From an optimization exercise on the open Yosys and OpenROAD flow, aimed at small area, a short achievable clock period and few clock cycles per item; shortcuts taken in it are not production practice. At most, simulation tests tie the RTL to the original design; equivalence was not proved.

== JK ==
// vkg_tca
module vkg_tca (
    input  wire        clk,
    input  wire        rst,           
    input  wire        cmd_valid,
    output wire        cmd_ready,
    input  wire [63:0] cmd,
    output reg         done,
    output reg  [6:0]  t_min,
    output reg  [6:0]  t_sec,
    output reg  [63:0] t_rem,
    output reg  [63:0] t_delta,
    output reg  [63:0] acc,
    output reg         cy,
    output reg         range_rem,
    output reg         range_delta,
    output wire [7:0]  err,
    output reg  [31:0] einfo,
    output wire [15:0] sticky
);
    localparam [7:0] OP_NOP   = 8'h00;
    localparam [7:0] OP_RESET = 8'h01;
    localparam [7:0] OP_CLR   = 8'h40;
    localparam [7:0] OP_FIN   = 8'h41;
    localparam [7:0] OP_LAP   = 8'h42;
    localparam [65:0] NWRAP = 66'h3ffffffffc4653600;
    reg rdy;               
    reg nrdy;              
    reg stl;               
    assign cmd_ready = rdy;
    reg err0, err1, err6;
    reg stk0, stk12, stk13;
    assign err    = {1'b0, err6, 4'b0000, err1, err0};
    assign sticky = {2'b00, stk13, stk12, 11'd0, stk0};
    function ge_const66;
        input [65:0] x;
        input [65:0] k;
        integer j;
        reg r;
        begin
            r = 1'b1;
            for (j = 0; j < 66; j = j + 1)
                r = k[j] ? (x[j] & r) : (x[j] | r);
            ge_const66 = r;
        end
    endfunction
    reg        a_v;
    reg [63:0] a_cmd;
    reg        a_hx;       
    reg        a_slow;     
    reg        a_p2;       
    wire       in_op_tc  = (cmd[63:56] == OP_FIN) || (cmd[63:56] == OP_LAP);
  ...
Size in the first run: about 450 flip-flops.
Settings: LEC_CHECK=0, CAP_MARGIN=40, CORE_MARGIN=2, CORE_UTILIZATION=40, CTS_CLUSTER_DIAMETER=100, CTS_CLUSTER_SIZE=22, PLACE_DENSITY=0.6, SLEW_MARGIN=60; clock period 30.0 ns.
standard.sh (not shown) runs the stock make flow with config.mk's settings and CLKGATE_MAP_FILE= SYNTH_SCRIPT=/design/flow/synth_recipe.tcl, a recipe that flattens the netlist after the stock synthesis.
==> flow/flow/run.sh <==
#!/bin/bash
# The standard layout (the standard.sh, unchanged synthesis and steps),
# with one difference: buffer_ports gives every input and output port a
# sky130_fd_sc_hd__buf_2 instead of the delay buffer it picks by default.
# Each tool's full output stays in orfs/logs; make's own output goes to
# standard.log in the work folder.
set -euo pipefail
cd "$(dirname "$0")/.."
export BUFFER_PORTS_ARGS="-buffer_cell sky130_fd_sc_hd__buf_2"
bash standard.sh > standard.log 2>&1
> inputs changed (JK -> PW)
--- a/flow/design.v
+++ b/flow/design.v
@@ -141,38 +141,36 @@
     wire [30:0] a_ms3, a_mc3;
     csa #(31) cm3 (a_ms2a, a_mc2a, a_ms2b, a_ms3, a_mc3);
     wire [30:0] a_ms4, a_mc4;
     csa #(31) cm4 (a_ms3, a_mc3, a_mc2b, a_ms4, a_mc4);
     wire [30:0] a_ms5, a_mc5;
     csa #(31) cm5 (a_ms4, a_mc4, A_MC, a_ms5, a_mc5);
     wire [30:0] a_m;
     bk_add #(31, 5) am (.a(a_ms5), .b(a_mc5), .cin(1'b0), .s(a_m), .cout());
     wire        a_small = (a_exp <= 8'd156);
     reg        b_v;
     reg        b_slow, b_p2, b_small;
     reg        b_fin, b_lap, b_nop, b_reset, b_clr, b_ill;
-    reg        b_accg;     
     reg        b_nonfin, b_movf;
     reg [65:0] b_zq;
     reg [3:0]  b_sel;      
     reg [13:0] b_a;        
     reg [30:0] b_m;        
     always @(posedge clk) begin
         b_v      <= a_v && !rst;
         b_slow   <= a_slow;
         b_p2     <= a_p2;
         b_small  <= a_small;
         b_fin    <= a_fin;
         b_lap    <= a_lap;
-        b_accg   <= a_v && a_lap;
         b_nop    <= a_nop;
         b_reset  <= a_reset;
         b_clr    <= a_clr;
         b_ill    <= a_ill;
         b_nonfin <= (a_exp == 8'hFF);
         b_movf   <= a_movf;
         b_zq     <= a_zq;
         b_sel    <= 4'b0001 << a_sh[1:0];
         b_a      <= a_cmd[55:42];
         b_m      <= a_m;
     end
     wire [66:0] b_zq67 = {b_zq[65], b_zq};
@@ -181,25 +179,25 @@
     wire [31:0] b_dat = a_ill ? a_cmd[63:32] : a_fbits;
     wire acc_small = (acc[63:60] == 4'b0000) || (acc[63:60] == 4'b1111);
     wire b_zero    = b_v && (b_clr || b_reset);
     wire b_keep    = !b_v || !(b_fin || b_lap) || b_small;
     wire a_zero    = a_v && (a_clr || a_reset);
     wire a_keep    = !a_v || !(a_fin || a_lap) || a_small;
     wire acc_ok_b  = b_zero || (acc_small && b_keep);
     assign acc_ok  = a_zero || (acc_ok_b && a_keep);
     wire [6:0]  b_min = b_a[13:7];
     wire [6:0]  b_sec = b_a[6:0];
     wire [65:0] x66  = {{2{b_raw[63]}}, b_raw};
     wire [65:0] xo66 = {2'b00, ~b_raw[63], b_raw[62:0]};
-    wire [63:0] acc_op = b_accg ? acc : 64'd0;
+    wire [63:0] acc_op = b_lap ? acc : 64'd0;
     wire [65:0] y66  = ~{{2{acc_op[63]}}, acc_op};
     wire [65:0] m66  = {26'd0, b_m, 9'd0};
     wire [65:0] d1o, d1mo, r0o, r1o, tsum;
     bk_add #(66, 7) ad1 (.a(xo66), .b(y66), .cin(1'b1), .s(d1o), .cout());
     wire [65:0] dm_s, dm_c;
     csa #(66) cdm (xo66, y66, NWRAP, dm_s, dm_c);
     bk_add #(66, 7) ad1m (.a(dm_s), .b(dm_c), .cin(1'b1), .s(d1mo), .cout());
     wire [65:0] tr_s, tr_c;
     csa #(66) ctr (x66, y66, NWRAP, tr_s, tr_c);
     bk_add #(66, 7) atr (.a(tr_s), .b(tr_c), .cin(1'b0), .s(tsum), .cout());
     wire trig = b_lap && !tsum[65];
     wire [65:0] r_s, r_c, rm_s, rm_c;
--- outcome ---
Going from JK to PW, compound-cell area share of the yosys netlist has increased, met2 routing resource usage after global routing has increased, clock buffer and inverter area fraction after layout has remained practically unchanged, logic depth of the worst path, buffers included has decreased, number of sequential cells has remained practically unchanged. Against JK, PW reports a gate count of the mapped netlist that is lower. Going from JK to PW, sequential share of cell area flat; clock latency at the later pin of the worst-skew pair higher.
Testbench counts of PW, summed over its fixed seeds: cycles 40,024, items 40,000.
Function not checked in JK: the RTL went through the layout flow alone.

---

vkg_tca, a different RTL version from the one above (not shown whole).
Size: about 5100 cells after synthesis, about 330 I/O pins, about 0.046 mm^2 of cells after synthesis.
==> flow/config.mk <==
export PLATFORM = sky130hd
export DESIGN_NAME = vkg_tca
export DESIGN_NICKNAME = vkg_tca
export VERILOG_FILES = /design/flow/design.v
export SDC_FILE = /design/flow/constraint.sdc
export NUM_CORES = 4
export LEC_CHECK = 0
export CAP_MARGIN = 50
export CORE_MARGIN = 2
export CORE_UTILIZATION = 40
export CTS_CLUSTER_DIAMETER = 100
export CTS_CLUSTER_SIZE = 22
export PLACE_DENSITY = 0.6
export SLEW_MARGIN = 70
==> flow/constraint.sdc <==
create_clock -name core_clock -period 30.0 [get_ports {clk}]
set_input_delay 6.0000 -clock core_clock [delete_from_list [all_inputs] [get_ports {clk}]]
set_output_delay 6.0000 -clock core_clock [all_outputs]
set_load 0.01 [all_outputs]
Scripts as last shown in full above: flow/flow/run.sh
The first run passed the timing, design-rule and antenna checks.
Testbench counts at the start, summed over its fixed seeds: cycles 40,024, items 40,000.
Edit:
--- a/flow/design.v
+++ b/flow/design.v
@@ -21,12 +21,13 @@
     localparam [7:0] OP_RESET = 8'h01;
     localparam [7:0] OP_CLR   = 8'h40;
     localparam [7:0] OP_FIN   = 8'h41;
     localparam [7:0] OP_LAP   = 8'h42;
     localparam [65:0] NWRAP = 66'h3ffffffffc4653600;
     reg rdy;               
+    reg nrdy;              
     reg stl;               
     assign cmd_ready = rdy;
     reg err0, err1, err6;
     reg stk0, stk12, stk13;
     assign err    = {1'b0, err6, 4'b0000, err1, err0};
     assign sticky = {2'b00, stk13, stk12, 11'd0, stk0};
@@ -48,28 +49,34 @@
     reg        a_slow;     
     reg        a_p2;       
     wire       in_op_tc  = (cmd[63:56] == OP_FIN) || (cmd[63:56] == OP_LAP);
     wire       in_fin    = (cmd[63:56] == OP_FIN);
     wire       in_small  = (cmd[30:23] <= 8'd156);
     wire       acc_ok;     
-    wire       in_slow   = in_op_tc && !(in_small && (in_fin || acc_ok));
+    wire       in_zf     = (cmd[55:0] == 56'd0);
+    wire       in_sys    = in_zf && ((cmd[63:56] == OP_NOP) || (cmd[63:56] == OP_RESET)
+                                     || (cmd[63:56] == OP_CLR));
+    wire       in_slow   = !(in_sys || (in_op_tc && in_small && (in_fin || acc_ok)));
+    wire       accept    = cmd_valid && !nrdy;
     always @(posedge clk) begin
         if (rst) begin
             a_v    <= 1'b0;
             a_p2   <= 1'b0;
             a_slow <= 1'b0;
             rdy    <= 1'b1;
+            nrdy   <= 1'b0;
             stl    <= 1'b0;
         end else begin
-            a_v    <= (cmd_valid && !stl) || (a_v && a_slow && !a_p2 && stl);
+            a_v    <= accept || stl;
             a_p2   <= stl;
-            if (!stl) a_slow <= in_slow;
-            rdy    <= !(cmd_valid && !stl && in_slow);
-            stl    <= cmd_valid && !stl && in_slow;
+            if (accept) a_slow <= in_slow;
+            stl    <= accept && in_slow;
+            nrdy   <= (accept && in_slow) || stl;
+            rdy    <= !((accept && in_slow) || stl);
         end
-        if (!stl) begin
+        if (!nrdy) begin
             a_cmd <= {cmd[63:23], cmd[22:0] ^ {23{cmd[31]}}};
             a_hx  <= (cmd[30:23] != 8'd0) ^ cmd[31];
         end
     end
     wire [22:0] a_fx    = a_cmd[22:0];
     wire [31:0] a_fbits = {a_cmd[31:23], a_fx ^ {23{a_cmd[31]}}};
@@ -143,16 +150,14 @@
     reg        b_v;
     reg        b_slow, b_p2, b_small;
     reg        b_fin, b_lap, b_nop, b_reset, b_clr, b_ill;
     reg        b_nonfin, b_movf;
     reg [65:0] b_zq;
     reg [3:0]  b_sel;      
-    reg        b_sx;       
     reg [13:0] b_a;        
     reg [30:0] b_m;        
-    reg [31:0] b_info;     
     always @(posedge clk) begin
         b_v      <= a_v && !rst;
         b_slow   <= a_slow;
         b_p2     <= a_p2;
         b_small  <= a_small;
         b_fin    <= a_fin;
@@ -164,19 +169,17 @@
         b_nonfin <= (a_exp == 8'hFF);
         b_movf   <= a_movf;
         b_zq     <= a_zq;
         b_sel    <= 4'b0001 << a_sh[1:0];
         b_a      <= a_cmd[55:42];
         b_m      <= a_m;
-        b_info   <= a_ill ? a_cmd[63:32] : a_cmd[31:0];
-        b_sx     <= !a_ill && a_s;
     end
     wire [66:0] b_zq67 = {b_zq[65], b_zq};
     wire [63:0] b_raw = ({64{b_sel[0]}} & b_zq67[63:0]) | ({64{b_sel[1]}} & b_zq67[64:1])
                       | ({64{b_sel[2]}} & b_zq67[65:2]) | ({64{b_sel[3]}} & b_zq67[66:3]);
-    wire [31:0] b_dat = {b_info[31:23], b_info[22:0] ^ {23{b_sx}}};
+    wire [31:0] b_dat = a_ill ? a_cmd[63:32] : a_fbits;
     wire acc_small = (acc[63:60] == 4'b0000) || (acc[63:60] == 4'b1111);
     wire b_zero    = b_v && (b_clr || b_reset);
     wire b_keep    = !b_v || !(b_fin || b_lap) || b_small;
     wire a_zero    = a_v && (a_clr || a_reset);
     wire a_keep    = !a_v || !(a_fin || a_lap) || a_small;
     wire acc_ok_b  = b_zero || (acc_small && b_keep);
Clock skew grows by 12 ps.
Via count drops by 1.5%.
Utilization grows by 0.39 points.
First-iteration DRC count goes up by 6.0%.
Global-route usage rose by 0.86 points.
Testbench counts after the change, summed over its fixed seeds: cycles 40,024, items 40,000.

==> port drivers added, routing unchanged <==
In the flow no input, the clock included, has a driving cell. The finished layouts below were timed again as built, in two steps. Step 1 (the two cells are an assumption about what drives the block):
set clk [get_ports {clk}]
set_driving_cell -lib_cell sky130_fd_sc_hd__clkbuf_16 $clk
set_driving_cell -lib_cell sky130_fd_sc_hd__buf_2 [delete_from_list [all_inputs] $clk]
Step 2, shift: input delay + t, output delay - t, t = (earliest + latest rising clock arrival at the registers) / 2. This alone moves slack from input paths to output paths. a / b / c = ideal ports / drivers / drivers and shift; a / b = the first two.
run	t, ns	setup slack, ns	worst hold slack (ns)	slew at the worst register clock pin (ns)	worst data-port slew with drivers (ns)
JK	0.718	22.241 / 22.241 / 22.023	0.343 / 0.343 / 0.343	0.10 / 0.10	0.07
PW	0.730	22.390 / 22.390 / 22.043	0.333 / 0.333 / 0.333	0.11 / 0.11	0.05
the first run of note 2	0.754	22.571 / 22.502 / 22.513	0.366 / 0.366 / 0.366	0.10 / 0.10	0.05
the second run of note 2	0.724	22.491 / 22.491 / 22.148	0.335 / 0.335 / 0.335	0.10 / 0.10	0.06
After both steps setup and hold are still met in every run listed. The setup slack of PW, which loses most, moves by 0.000 ns with the drivers and by -0.347 ns with both steps.
